This design comes from an exercise in tuning for a short achievable clock period and few clock cycles per item on the open sky130 flow, not from production work. In this exercise RTL edits were held to simulation tests only and were not proved equivalent to the original. The flow treats the clock pin as an ideal source, which a real chip does not have. Power figures rest on the tool's default switching activity, not on a simulated workload.

the reference run:
==> flow/design.v <==
module wav12_compressor (
    input  wire        clk,
    input  wire        rst,
    input  wire        start,
    input  wire [3:0]  cfg_shift,
    input  wire [15:0] cfg_nsamples,
    output wire        idle,
    output wire        done,
    input  wire        in_valid,
    input  wire [15:0] in_sample,
    output wire        in_ready,
    output wire        out_valid,
    output wire [7:0]  out_data,
    output wire        out_last,
    input  wire        out_ready
);
    reg        idle_q, done_q, in_ready_q, start_q;
    reg [15:0] rem;          
    reg [15:0] shift_oh;     
    wire go      = start & idle_q;
    wire take    = in_valid & in_ready_q;
    wire cfg_nz  = |cfg_nsamples;
    reg        take_q;
    wire rem_is0 = take_q ? (rem == 16'd1) : (rem == 16'd0);
    wire rem_is1 = take_q ? (rem == 16'd2) : (rem == 16'd1);
    wire [30:0] in_x = {{15{in_sample[15]}}, in_sample};
    reg  [15:0] xq;
    integer b;
    always @* begin
        for (b = 0; b < 16; b = b + 1)
            xq[b] = |(shift_oh & in_x[b +: 16]);
    end
    reg        v0, l0;
    reg [15:0] x0;
    always @(posedge clk) begin
        x0 <= xq;
        l0 <= rem_is1;
        if (rst) v0 <= 1'b0;
        else     v0 <= take;
    end
    reg        v1, l1;
    reg signed [15:0] x1;
    reg signed [17:0] x1_3;          
    wire signed [17:0] x0w = $signed(x0);
    always @(posedge clk) begin
        x1   <= $signed(x0);
        x1_3 <= x0w + (x0w <<< 1);
        l1   <= l0;
        if (rst) v1 <= 1'b0;
        else     v1 <= v0;
    end
    reg signed [15:0] p1;            
    reg signed [19:0] g;             
    reg signed [19:0] h;             
    wire signed [19:0] xw    = x1;
    wire signed [19:0] x3w   = x1_3;
    wire signed [19:0] p1w   = p1;
    wire signed [19:0] e_pos = xw - g;
    wire signed [19:0] e_neg = g - xw;
    wire signed [19:0] g_nx  = x3w + h;
    wire signed [19:0] h_nx  = p1w - x3w;
    reg        v2, l2, neg2;
    reg [19:0] ad2;
    reg [15:0] x2;
    always @(posedge clk) begin
        if (start_q) begin
            p1 <= 16'sd0;
            g  <= 20'sd0;
            h  <= 20'sd0;
        end else if (v1) begin
            p1 <= x1;
            g  <= g_nx;
            h  <= h_nx;
        end
        ad2  <= e_pos[19] ? e_neg : e_pos;
        neg2 <= e_pos[19];
        x2   <= x1;
        l2   <= l1;
        if (rst) v2 <= 1'b0;
        else     v2 <= v1;
    end
    reg  [2:0] pos_acc;
    reg [15:0] sel;
    integer i;
    always @* begin
        sel[0] = |ad2[19:15];
        for (i = 2; i <= 15; i = i + 1)
            sel[i] = ad2[i-1] & ~(|(ad2[19:0] >> i));
        sel[1] = ~(|ad2[19:1]);
    end
    reg [3:0] code_c;
    reg [4:0] sh_c;
    reg [1:0] nf_c;
    reg [2:0] nb_c, pos_c;
    reg [4:0] t_w;
    integer j;
    always @* begin
        code_c = 4'd0; sh_c = 5'd0; nf_c = 2'd0; nb_c = 3'd0; pos_c = 3'd0;
        for (j = 0; j <= 15; j = j + 1) begin
            t_w = {2'b00, pos_acc} + ((j == 0) ? 5'd20 : 5'd5 + j[4:0]);
            if (sel[j]) begin
                code_c = code_c | (j[3:0] - 4'd1);
                sh_c   = sh_c | (5'd27 - j[4:0] - {2'b00, pos_acc});
                nf_c   = nf_c | t_w[4:3];
                nb_c   = nb_c | ({1'b0, t_w[4:3]} + {2'b00, l2 & (t_w[2:0] != 3'd0)});
                pos_c  = pos_c | t_w[2:0];
            end
        end
    end
    wire esc_c = sel[0];
    reg        v3, l3, neg3, esc3;
    reg [14:0] mag3;
    reg [15:0] x3;
    reg [3:0]  code3;
    reg [4:0]  sh3;          
    reg [2:0]  pos3;
    reg [1:0]  nf3;          
    reg [2:0]  nb3;          
    always @(posedge clk) begin
        mag3  <= ad2[14:0];
        neg3  <= neg2;
        esc3  <= esc_c;
        x3    <= x2;
        code3 <= code_c;
        sh3   <= sh_c;
        pos3  <= pos_acc;
        nf3   <= nf_c;
        nb3   <= nb_c;
        l3    <= l2;
        if (start_q)
            pos_acc <= 3'd0;
        else if (v2)
            pos_acc <= pos_c;
        if (rst) v3 <= 1'b0;
        else     v3 <= v2;
    end
    reg  [7:0]  carry;
    wire [31:0] head_n = {code3, ~neg3, 27'd0} >> pos3;
    wire [31:0] mag_n  = {17'd0, mag3} << sh3;
    wire [31:0] unit_e = {4'hF, x3, 12'd0} >> pos3;
    wire [31:0] al4    = esc3 ? unit_e : (head_n | mag_n);
    wire [31:0] m4     = al4 | {carry, 24'd0};
    reg  [7:0]  part4;
    always @* begin
        case (nf3)
            2'd0: part4 = m4[31:24];
            2'd1: part4 = m4[23:16];
            2'd2: part4 = m4[15:8];
            default: part4 = m4[7:0];
        endcase
    end
    reg        v4, l4;
    reg [31:0] m4q;
    reg [2:0]  nb4;
    always @(posedge clk) begin
        m4q <= m4;
        nb4 <= nb3;
        l4  <= l3;
        if (start_q)
            carry <= 8'd0;
        else if (v3)
            carry <= part4;
        if (rst) v4 <= 1'b0;
        else     v4 <= v3;
    end
    reg [7:0] fdata [0:31];
    reg       flast [0:31];
    reg [4:0] wptr, rptr, rptr1;     
    reg [5:0] count;
    wire [2:0] wn = v4 ? nb4 : 3'd0;           
    integer k;
    always @(posedge clk) begin
        for (k = 0; k < 32; k = k + 1) begin : wr
            reg [4:0] rel;
            rel = k[4:0] - wptr;
            if (rel < {2'b00, wn}) begin
                case (rel[1:0])
                    2'd0: fdata[k] <= m4q[31:24];
                    2'd1: fdata[k] <= m4q[23:16];
                    2'd2: fdata[k] <= m4q[15:8];
                    default: fdata[k] <= m4q[7:0];
                endcase
                flast[k] <= l4 & (rel[2:0] == nb4 - 3'd1);
            end
        end
    end
    reg       ov_q, ol_q;
    reg [7:0] od_q;
    wire       xfer    = ov_q & out_ready;
    wire       cnt_is0 = (count == 6'd0);
    wire       cnt_is1 = (count == 6'd1);
    wire [5:0] cnt_add = count + {3'b000, wn};
    wire [5:0] cnt_sub = cnt_add - 6'd1;
    wire [7:0] hd0 = cnt_is0 ? m4q[31:24] : fdata[rptr];
    wire       hl0 = cnt_is0 ? (l4 & (nb4 == 3'd1)) : flast[rptr];
    wire [7:0] hd1 = cnt_is1 ? m4q[31:24] : fdata[rptr1];
    wire       hl1 = cnt_is1 ? (l4 & (nb4 == 3'd1)) : flast[rptr1];
    always @(posedge clk) begin
        od_q <= xfer ? hd1 : hd0;
        ol_q <= xfer ? hl1 : hl0;
        if (rst) begin
            ov_q  <= 1'b0;
            rptr  <= 5'd0;
            rptr1 <= 5'd1;
            wptr  <= 5'd0;
            count <= 6'd0;
        end else begin
            ov_q  <= xfer ? (cnt_sub != 6'd0) : (cnt_add != 6'd0);
            rptr  <= xfer ? rptr1 : rptr;
            rptr1 <= xfer ? rptr1 + 5'd1 : rptr1;
            wptr  <= wptr + {2'b00, wn};
            count <= xfer ? cnt_sub : cnt_add;
        end
    end
    wire [6:0] resv = {1'b0, cnt_add} + {4'd0, v3 ? nb3 : 3'd0}
                    + 7'd3 * ({6'd0, v0} + {6'd0, v1} + {6'd0, v2});
    wire room_take = resv + 7'd3 + 7'd3 + 7'd1 <= 7'd32;
    wire room_idle = resv + 7'd3 + 7'd1 <= 7'd32;
    wire last_out  = xfer & ol_q;
    wire done_next = last_out | (go & ~cfg_nz);
    wire rdy_take  = ~rem_is0 & ~rem_is1 & room_take;
    wire rdy_idle  = ~rem_is0 & room_idle;
    always @(posedge clk) begin
        if (idle_q) begin
            rem      <= cfg_nsamples;
            shift_oh <= 16'd1 << cfg_shift;
        end else if (take_q) begin
            rem      <= rem - 16'd1;
        end
        if (rst) begin
            idle_q     <= 1'b1;
            done_q     <= 1'b0;
            in_ready_q <= 1'b0;
            start_q    <= 1'b0;
            take_q     <= 1'b0;
        end else begin
            take_q  <= take;
            done_q  <= done_next;
            start_q <= go;
            if (go)             idle_q <= ~cfg_nz;
            else if (last_out)  idle_q <= 1'b1;
            if (idle_q)
                in_ready_q <= go & cfg_nz;
            else
                in_ready_q <= take ? rdy_take : rdy_idle;
        end
    end
    assign idle      = idle_q;
    assign done      = done_q;
    assign in_ready  = in_ready_q;
    assign out_valid = ov_q;
    assign out_data  = od_q;
    assign out_last  = ol_q;
endmodule
clock: 10.0 ns
lec_check: 0
cap_margin: 20
core_margin: 2
core_utilization: 40
place_density: 0.6
slew_margin: 20
standard.sh (not shown) runs the stock make flow with config.mk's settings and CLKGATE_MAP_FILE= SYNTH_SCRIPT=/design/flow/synth_recipe.tcl, a recipe that flattens the netlist after the stock synthesis.
==> flow/flow/run.sh <==
#!/bin/bash
set -euo pipefail
K=("SETUP_SLACK_MARGIN=7.4" "BUFFER_PORTS_ARGS=-buffer_cell sky130_fd_sc_hd__buf_4")
RES=orfs/results/$FLOW_PLATFORM/wav12_compressor/base
bash standard.sh "${K[@]}" cts > standard_cts.log 2>&1
RES=$RES openroad -no_init -exit flow/rmroot.tcl > rmroot.log 2>&1
if [[ -f $RES/4_cts.odb.new ]]; then
  cp $RES/4_cts.odb.new $RES/4_1_cts.odb
  sleep 1
  mv $RES/4_cts.odb.new $RES/4_cts.odb
  touch $RES/4_cts.sdc
fi
bash standard.sh "${K[@]}" finish > standard_finish.log 2>&1
==> flow/flow/rmroot.tcl <==
set res $::env(RES)
read_db $res/4_cts.odb
set block [ord::get_db_block]
set port_net [$block findNet clk]
set root ""
foreach it [$port_net getITerms] {
  set inst [$it getInst]
  if {[string match "clkbuf_0_*" [$inst getName]]} { set root $inst }
}
if {$root eq ""} { puts "no root buffer"; exit 0 }
set out_net [[$root findITerm X] getNet]
set loads {}
foreach it [$out_net getITerms] {
  if {[$it getInst] ne $root} { lappend loads $it }
}
set n_port [llength [$port_net getITerms]]
puts "root [$root getName] drives [llength $loads] pins; port drives $n_port pins"
if {[llength $loads] + $n_port - 1 > 4} { puts "too many loads, keeping the root"; exit 0 }
foreach it $loads {
  $it disconnect
  $it connect $port_net
}
[$root findITerm A] disconnect
odb::dbInst_destroy $root
odb::dbNet_destroy $out_net
$port_net setSigType CLOCK
puts "port now drives [llength [$port_net getITerms]] pins"
write_db $res/4_cts.odb.new
The reference run reached the end of the flow, and the finished layout is clean on the timing, design-rule and antenna checks.
Testbench counts of the reference run, summed over its fixed seeds: cycles 76,996, samples 57,887.
Inputs modified between the reference run and the trial run:
- swapping 40 for 55 in CORE_UTILIZATION
- swapping 0.6 for 0.7 in PLACE_DENSITY
diff --git a/flow/flow/run.sh b/flow/flow/run.sh
--- a/flow/flow/run.sh
+++ b/flow/flow/run.sh
@@ -3 +3 @@
-K=("SETUP_SLACK_MARGIN=7.4" "BUFFER_PORTS_ARGS=-buffer_cell sky130_fd_sc_hd__buf_4")
+K=("SETUP_SLACK_MARGIN=7.6" "BUFFER_PORTS_ARGS=-buffer_cell sky130_fd_sc_hd__buf_4")
## What came out
Clock-buffer cell count went down by a few percent going from the reference run to the trial run. The trial run vs the reference run: via count up by more than 10%. The trial run: number of global-route vias before repair is about 9% higher than what the reference run reported. Diff the reference run -> the trial run: final-layout worst hold slack level; port buffer count stayed essentially flat; sum of internal, switching and leakage power has increased. The reference run → the trial run: cell area rose about 7%; number of buffers created by CTS fell 1.5%; number of placed instances with taps included fell 7.2%.

* * *

wav12_compressor, a different RTL version from the one above (not shown whole).
Size: ~470 flip-flops, about 29000 µm² of cells after synthesis.
==> flow/config.mk <==
export PLATFORM = sky130hd
export DESIGN_NAME = wav12_compressor
export DESIGN_NICKNAME = wav12_compressor
export VERILOG_FILES = /design/flow/design.v
export SDC_FILE = /design/flow/constraint.sdc
export NUM_CORES = 4
export LEC_CHECK = 0
export CAP_MARGIN = 20
export CORE_MARGIN = 2
export CORE_UTILIZATION = 40
export PLACE_DENSITY = 0.6
export SLEW_MARGIN = 20
==> flow/constraint.sdc <==
create_clock -name core_clock -period 10.0 [get_ports {clk}]
set_input_delay 2.0000 -clock core_clock [delete_from_list [all_inputs] [get_ports {clk}]]
set_output_delay 2.0000 -clock core_clock [all_outputs]
set_load 0.01 [all_outputs]
==> flow/flow/run.sh <==
#!/bin/bash
set -euo pipefail
K=("SETUP_SLACK_MARGIN=7.7" "BUFFER_PORTS_ARGS=-buffer_cell sky130_fd_sc_hd__buf_4")
RES=orfs/results/$FLOW_PLATFORM/wav12_compressor/base
bash standard.sh "${K[@]}" cts > standard_cts.log 2>&1
RES=$RES openroad -no_init -exit flow/rmroot.tcl > rmroot.log 2>&1
if [[ -f $RES/4_cts.odb.new ]]; then
  cp $RES/4_cts.odb.new $RES/4_1_cts.odb
  sleep 1
  mv $RES/4_cts.odb.new $RES/4_cts.odb
  touch $RES/4_cts.sdc
fi
bash standard.sh "${K[@]}" finish > standard_finish.log 2>&1
Scripts as last shown in full above: flow/flow/rmroot.tcl
Testbench counts at the start, summed over its fixed seeds: cycles 77,004, samples 57,887.
Edit:
--- a/flow/flow/run.sh
+++ b/flow/flow/run.sh
@@ -2,3 +2,3 @@
 set -euo pipefail
-K=("SETUP_SLACK_MARGIN=7.7" "BUFFER_PORTS_ARGS=-buffer_cell sky130_fd_sc_hd__buf_4")
+K=("SETUP_SLACK_MARGIN=7.4" "BUFFER_PORTS_ARGS=-buffer_cell sky130_fd_sc_hd__buf_4")
 RES=orfs/results/$FLOW_PLATFORM/wav12_compressor/base
After rerunning:
- worst setup slack degrades by 0.027 ns
- non-clock buffer count goes down by 69
- via count goes down by 1.4%
- utilization goes down by 3.2 points
- routed wire length goes down by 1.8%
- total power goes down by 6.9%
- design area goes down by 5.9%

* * *

v6:
Another version of the RTL of wav12_compressor (not shown whole).
Size: about 2800 cells after synthesis, about 440 flip-flops, ~54 I/O pins, ~0.028 mm^2 of cells after synthesis.
clock: 10.0 ns
lec_check: 0
cap_margin: 20
core_margin: 2
core_utilization: 40
place_density: 0.6
slew_margin: 20
==> flow/flow/run.sh <==
#!/bin/bash
set -euo pipefail
K=("SETUP_SLACK_MARGIN=8.4" "BUFFER_PORTS_ARGS=-buffer_cell sky130_fd_sc_hd__buf_4")
RES=orfs/results/$FLOW_PLATFORM/wav12_compressor/base
bash standard.sh "${K[@]}" cts > standard_cts.log 2>&1
RES=$RES openroad -no_init -exit flow/rmroot.tcl > rmroot.log 2>&1
if [[ -f $RES/4_cts.odb.new ]]; then
  cp $RES/4_cts.odb.new $RES/4_1_cts.odb
  sleep 1
  mv $RES/4_cts.odb.new $RES/4_cts.odb
  touch $RES/4_cts.sdc
fi
bash standard.sh "${K[@]}" finish > standard_finish.log 2>&1
Scripts as last shown in full above: flow/flow/rmroot.tcl
v6 | status: complete | timing, DRC, antenna: pass
Testbench counts of v6, summed over its fixed seeds: cycles 76,747, samples 57,887.
--- input diff v6..v7 ---
-- flow/flow/run.sh --
<<< v6, line 1
#!/bin/bash
set -euo pipefail
K=("SETUP_SLACK_MARGIN=8.4" "BUFFER_PORTS_ARGS=-buffer_cell sky130_fd_sc_hd__buf_4")
RES=orfs/results/$FLOW_PLATFORM/wav12_compressor/base
bash standard.sh "${K[@]}" cts > standard_cts.log 2>&1
>>> v7, line 1
#!/bin/bash
set -euo pipefail
K=("SETUP_SLACK_MARGIN=8.8" "BUFFER_PORTS_ARGS=-buffer_cell sky130_fd_sc_hd__buf_4")
RES=orfs/results/$FLOW_PLATFORM/wav12_compressor/base
bash standard.sh "${K[@]}" cts > standard_cts.log 2>&1
--- outcome ---
The run showing the smaller depth of the worst register-to-register path is v6.
When v7 is set beside v6, its net total in the final layout turns out to be about 2.6% larger.
v7 vs v6 — layout overhead on the synthesized area rose 6.7 points.
Of the two values seen for worst setup path endpoint, ep2[19] was produced by v6 and out_last by v7.
Power: v7 > v6
In the reports for v6 and v7, the smaller power dissipated in the clock network belongs to v7.
v7 vs v6 — utilization rose 2.7 points.

* * *

run A:
Another version of the RTL of wav12_compressor (not shown whole).
For scale: roughly 2,800 cells after synthesis, roughly 440 flip-flops.
// wav12_compressor
module wav12_compressor (
    input  wire        clk,
    input  wire        rst,
    input  wire        start,
    input  wire [3:0]  cfg_shift,
    input  wire [15:0] cfg_nsamples,
    output wire        idle,
    output wire        done,
    input  wire        in_valid,
    input  wire [15:0] in_sample,
    output wire        in_ready,
    output wire        out_valid,
    output wire [7:0]  out_data,
    output wire        out_last,
    input  wire        out_ready
);
export LEC_CHECK = 0
export CAP_MARGIN = 20
export CORE_MARGIN = 2
export CORE_UTILIZATION = 40
export CTS_CLUSTER_DIAMETER = 100
export CTS_CLUSTER_SIZE = 24
export PLACE_DENSITY = 0.6
export SLEW_MARGIN = 20
create_clock -name core_clock -period 10.0 [get_ports {clk}]
==> flow/flow/run.sh <==
#!/bin/bash
set -euo pipefail
K=("SETUP_SLACK_MARGIN=7.7" "BUFFER_PORTS_ARGS=-buffer_cell sky130_fd_sc_hd__buf_4")
RES=orfs/results/$FLOW_PLATFORM/wav12_compressor/base
bash standard.sh "${K[@]}" cts > standard_cts.log 2>&1
RES=$RES openroad -no_init -exit flow/rmroot.tcl > rmroot.log 2>&1
if [[ -f $RES/4_cts.odb.new ]]; then
  cp $RES/4_cts.odb.new $RES/4_1_cts.odb
  sleep 1
  mv $RES/4_cts.odb.new $RES/4_cts.odb
  touch $RES/4_cts.sdc
fi
bash standard.sh "${K[@]}" finish > standard_finish.log 2>&1
Scripts as last shown in full above: flow/flow/rmroot.tcl
Testbench counts of run A, summed over its fixed seeds: cycles 76,747, samples 57,887.
For run B, these inputs were changed with respect to run A:
Settings: CTS_CLUSTER_SIZE: 24 -> 8; CTS_CLUSTER_DIAMETER: 100 -> 40.
Route | run B vs run A | wire longer in run B. Compare run B and run A | final-layout worst hold slack higher: run A. Between run B and run A, the switching power is lower for run A. Worst setup path startpoint = in_ready_q$_SDFF_PP0_: run B; worst setup path startpoint = idle_q$_SDFFE_PP1P_: run A.
--- input diff run B..run C ---
Settings: CORE_UTILIZATION changed from 40 to 65; CTS_CLUSTER_SIZE removed (was 8); CTS_CLUSTER_DIAMETER removed (was 40); PLACE_DENSITY changed from 0.6 to 0.78.
--- outcome ---
Run B | stages: all done | timing, DRC, antenna: all pass
Run C: no failed stages, no open violations at the end
| number of levels the H-tree was split into | lower: run C |
Of run B and run C, the run reporting the higher maximum frequency was run B.
Multi-input combinational cell count across run B and run C: no real change.
Total routed wirelength ended up 26% higher on run C than on run B.
Here is what was changed in the inputs of run D compared with run C.
Settings: changing PLACE_DENSITY from 0.78 to 0.6; changing CORE_UTILIZATION from 65 to 40.
diff --git a/flow/flow/run.sh b/flow/flow/run.sh
--- a/flow/flow/run.sh
+++ b/flow/flow/run.sh
@@ -3 +3 @@
-K=("SETUP_SLACK_MARGIN=7.7" "BUFFER_PORTS_ARGS=-buffer_cell sky130_fd_sc_hd__buf_4")
+K=("SETUP_SLACK_MARGIN=8.4" "BUFFER_PORTS_ARGS=-buffer_cell sky130_fd_sc_hd__buf_4")
==> comparison <==
Run C has higher required time of the critical path than run D.
Against run C, run D comes in 9 lower on critical path depth.
Going from run C to run D, overall via count from detail_route fell by 4,446; routability congestion estimate from global placement lost 4.7%; clock power increased about 3%; height of the chip has increased.
Run D and run C ended up with nearly the same clock slew seen by the registers of the worst setup and hold paths.

what the ideal ports hide:
No port has a modelled driver above. Below, the same layouts with a new extraction and two added sets of constraints.
Step 1 sets driving cells, clkbuf_16 on the clock port and buf_2 on the other inputs (assumed; they add their load-dependent delay and slew).
Step 2 also shifts input and output timing later by t, the mid clock arrival at the registers, as if the neighbouring blocks saw the same clock.
a / b / c = ideal / step 1 / step 2; a / b = the first two.
run | shift t [ns] | slack for setup (ns) | worst setup path at the end | worst register clock-pin slew, ns
the reference run | 0.698 | 6.473 / 6.473 / 6.473 | register to register | 0.07 / 0.07
the trial run | 0.671 | 6.351 / 6.351 / 6.351 | register to register | 0.07 / 0.07
the first run of note 2 | 0.552 | 7.079 / 6.953 / 6.914 | input to register | 0.06 / 0.06
the second run of note 2 | 0.552 | 7.052 / 6.932 / 6.929 | input to register | 0.07 / 0.07
v6 | 0.535 | 7.049 / 6.962 / 6.687 | input to register | 0.07 / 0.07
v7 | 0.543 | 7.063 / 6.940 / 6.722 | input to register | 0.07 / 0.07
run A | 0.523 | 7.063 / 6.978 / 6.663 | input to register | 0.11 / 0.11
run B | 0.675 | 6.894 / 6.828 / 6.815 | input to register | 0.05 / 0.05
run C | 0.547 | 6.792 / 6.792 / 6.774 | input to register | 0.08 / 0.08
run D | 0.538 | 7.092 / 6.970 / 6.800 | input to register | 0.07 / 0.07
After both steps setup and hold are still met in every run listed. The setup slack of run A, which loses most, moves by -0.085 ns with the drivers and by -0.400 ns with both steps.
